This design comes from an exercise in tuning for small area on the open sky130 flow, not from production work.
Only simulation tests tie the RTL to the original design; equivalence was not proved.
Power is estimated from default activity; no workload was simulated.

Design dali_bcb, start of the top module:
module dali_bcb (
    input  wire        clk,
    input  wire        rst,
    input  wire        sense_active,
    output wire        drv_active,
    input  wire [31:0] cmd,
    input  wire        cmd_valid,
    output wire [3:0]  rsp_status,
    output reg  [31:0] rsp_data,
    output wire        irq
);
export LEC_CHECK = 0
export CAP_MARGIN = 20
export CORE_MARGIN = 2
export CORE_UTILIZATION = 40
export SLEW_MARGIN = 20
create_clock -name core_clock -period 30.0 [get_ports {clk}]
standard.sh (not shown) runs the stock make flow with config.mk's settings and CLKGATE_MAP_FILE= SYNTH_SCRIPT=/design/flow/synth_recipe.tcl, a recipe that flattens the netlist after the stock synthesis.
==> flow/flow/run.sh <==
#!/bin/bash
# The standard layout with three area-oriented settings; synthesis and
# everything else is the standard flow:
# - clock tree synthesis without dummy loads and with larger sink clusters;
# - the port buffers are the smallest buffer (the resizer may still size them);
# - after global routing, cells on paths with positive slack are downsized.
set -euo pipefail
cts="-sink_clustering_enable -repair_clock_nets -dont_use_dummy_load"
cts="$cts -sink_clustering_size 20 -sink_clustering_max_diameter 100"
bash standard.sh "CTS_ARGS=$cts" \
    "BUFFER_PORTS_ARGS=-buffer_cell sky130_fd_sc_hd__buf_1" \
    "RECOVER_POWER=100" finish > standard_flow.log 2>&1
The baseline reached the layout checks and failed them: max-capacitance violations, max-slew violations.
Rerun with:
==> flow/flow/run.sh (replaced) <==
#!/bin/bash
# The standard layout with two area-oriented settings; synthesis and
# everything else is the standard flow:
# - clock tree synthesis without dummy loads and with larger sink clusters;
# - the port buffers are the smallest buffer (the resizer may still size them).
set -euo pipefail
cts="-sink_clustering_enable -repair_clock_nets -dont_use_dummy_load"
cts="$cts -sink_clustering_size 20 -sink_clustering_max_diameter 100"
bash standard.sh "CTS_ARGS=$cts" \
    "BUFFER_PORTS_ARGS=-buffer_cell sky130_fd_sc_hd__buf_1" finish > standard_flow.log 2>&1
CAP_MARGIN = 5   (was 20)
SLEW_MARGIN = 5   (was 20)
Result: With this change the flow went through all stages and came out clean; clock power rises by about 1%; clock skew came out higher by 5.7 ps; total power hardly moves; via count is about the same; final cell count stays flat; setup slack improves by 2100 ps; clock-buffer cell count went up by 1.

---

## old
Starting RTL as in the previous note.
export LEC_CHECK = 0
export CAP_MARGIN = 20
export CORE_MARGIN = 2
export CORE_UTILIZATION = 40
export SLEW_MARGIN = 20
create_clock -name core_clock -period 30.0 [get_ports {clk}]
==> flow/flow/run.sh <==
#!/bin/bash
# The standard layout, with a leaner clock tree: clock tree synthesis
# without dummy loads and with larger sink clusters. Everything else,
# synthesis included, is the standard flow.
set -euo pipefail
cts="-sink_clustering_enable -repair_clock_nets -dont_use_dummy_load"
cts="$cts -sink_clustering_size 24 -sink_clustering_max_diameter 100"
bash standard.sh "CTS_ARGS=$cts" finish > standard_flow.log 2>&1
Setup changes, old to new
diff --git a/flow/flow/run.sh b/flow/flow/run.sh
--- a/flow/flow/run.sh
+++ b/flow/flow/run.sh
@@ -7 +7 @@
-cts="$cts -sink_clustering_size 24 -sink_clustering_max_diameter 100"
+cts="$cts -sink_clustering_size 20 -sink_clustering_max_diameter 100"
Findings:
- Number of clock buffers in the layout: new > old
- old → new: first-pass GRT wire length ~0 delta; overall power after layout +1.0%; data arrival at the endpoint of the critical path -50 ps; maximum frequency +about 0.7%; setup slack +130 ps.
- | proportion of power drawn by combinational gates | lower: new |
- In terms of utilization, old and new differ only marginally.
- Going from old to new, cell area did not really move, final hold slack went up.

---

Setup of alpha:
dali_bcb, a different RTL version from the one above (not shown whole).
Size: ~4,700 cells after synthesis, ~960 flip-flops, roughly 0.054 mm^2 of cells after synthesis.
export LEC_CHECK = 0
export CAP_MARGIN = 20
export CORE_MARGIN = 2
export CORE_UTILIZATION = 40
export SLEW_MARGIN = 20
create_clock -name core_clock -period 30.0 [get_ports {clk}]
==> flow/flow/run.sh <==
#!/bin/bash
# The standard layout with two area-oriented settings; synthesis and
# everything else is the standard flow:
# - clock tree synthesis without dummy loads and with larger sink clusters;
# - the port buffers are the smallest buffer (the resizer may still size them).
set -euo pipefail
cts="-sink_clustering_enable -repair_clock_nets -dont_use_dummy_load"
cts="$cts -sink_clustering_size 26 -sink_clustering_max_diameter 80"
bash standard.sh "CTS_ARGS=$cts" \
    "BUFFER_PORTS_ARGS=-buffer_cell sky130_fd_sc_hd__buf_1" finish > standard_flow.log 2>&1
The inputs of beta differ from those of alpha as listed below.
-- flow/flow/run.sh --
<<< alpha, line 8
cts="$cts -sink_clustering_size 26 -sink_clustering_max_diameter 80"
>>> beta, line 8
cts="$cts -sink_clustering_size 22 -sink_clustering_max_diameter 100"
--- outcome ---
Looking at power share of the combinational group, beta sits below alpha.
Compared to alpha, beta has required time reported for the critical path endpoint 0.03 ns higher.
~same sequential share of cell area in alpha and beta
For final cell count without fillers, beta and alpha come out practically identical.
alpha -> beta: cell area after layout flat

afterwards: timing with drivers on the ports:
In the flow no input, the clock included, has a driving cell. The finished layouts below were timed again as built, in two steps.
Step 1 sets driving cells, clkbuf_16 on the clock port and buf_2 on the other inputs (assumed; they add their load-dependent delay and slew).
Step 2 adds t to the input delays and takes it off the output delays; t is the mean of the earliest and latest rising clock arrival at the registers after step 1. Input paths then give back, and output paths get back, about the clock's delay inside the block.
Three values: ideal, step 1, step 2; two values: the first two.
run	t (ns)	setup slack, ns	worst register clock-pin slew, ns	worst data-port slew with drivers (ns)	cell pins on the clock port's net
the first run of note 1	0.734	10.142 / 10.198 / 9.464	0.10 / 0.10	0.21	1
the second run of note 1	0.732	12.230 / 12.230 / 12.230	0.10 / 0.10	0.20	1
old	0.717	12.242 / 12.242 / 12.242	0.10 / 0.10	0.21	1
new	0.743	12.368 / 12.368 / 12.368	0.10 / 0.10	0.22	1
alpha	0.716	12.264 / 12.264 / 12.264	0.11 / 0.11	0.12	1
beta	0.729	12.191 / 12.191 / 12.191	0.11 / 0.11	0.12	1
For the first run of note 1, which loses most, drivers alone change the setup slack by +0.056 ns; drivers and shift together by -0.678 ns.
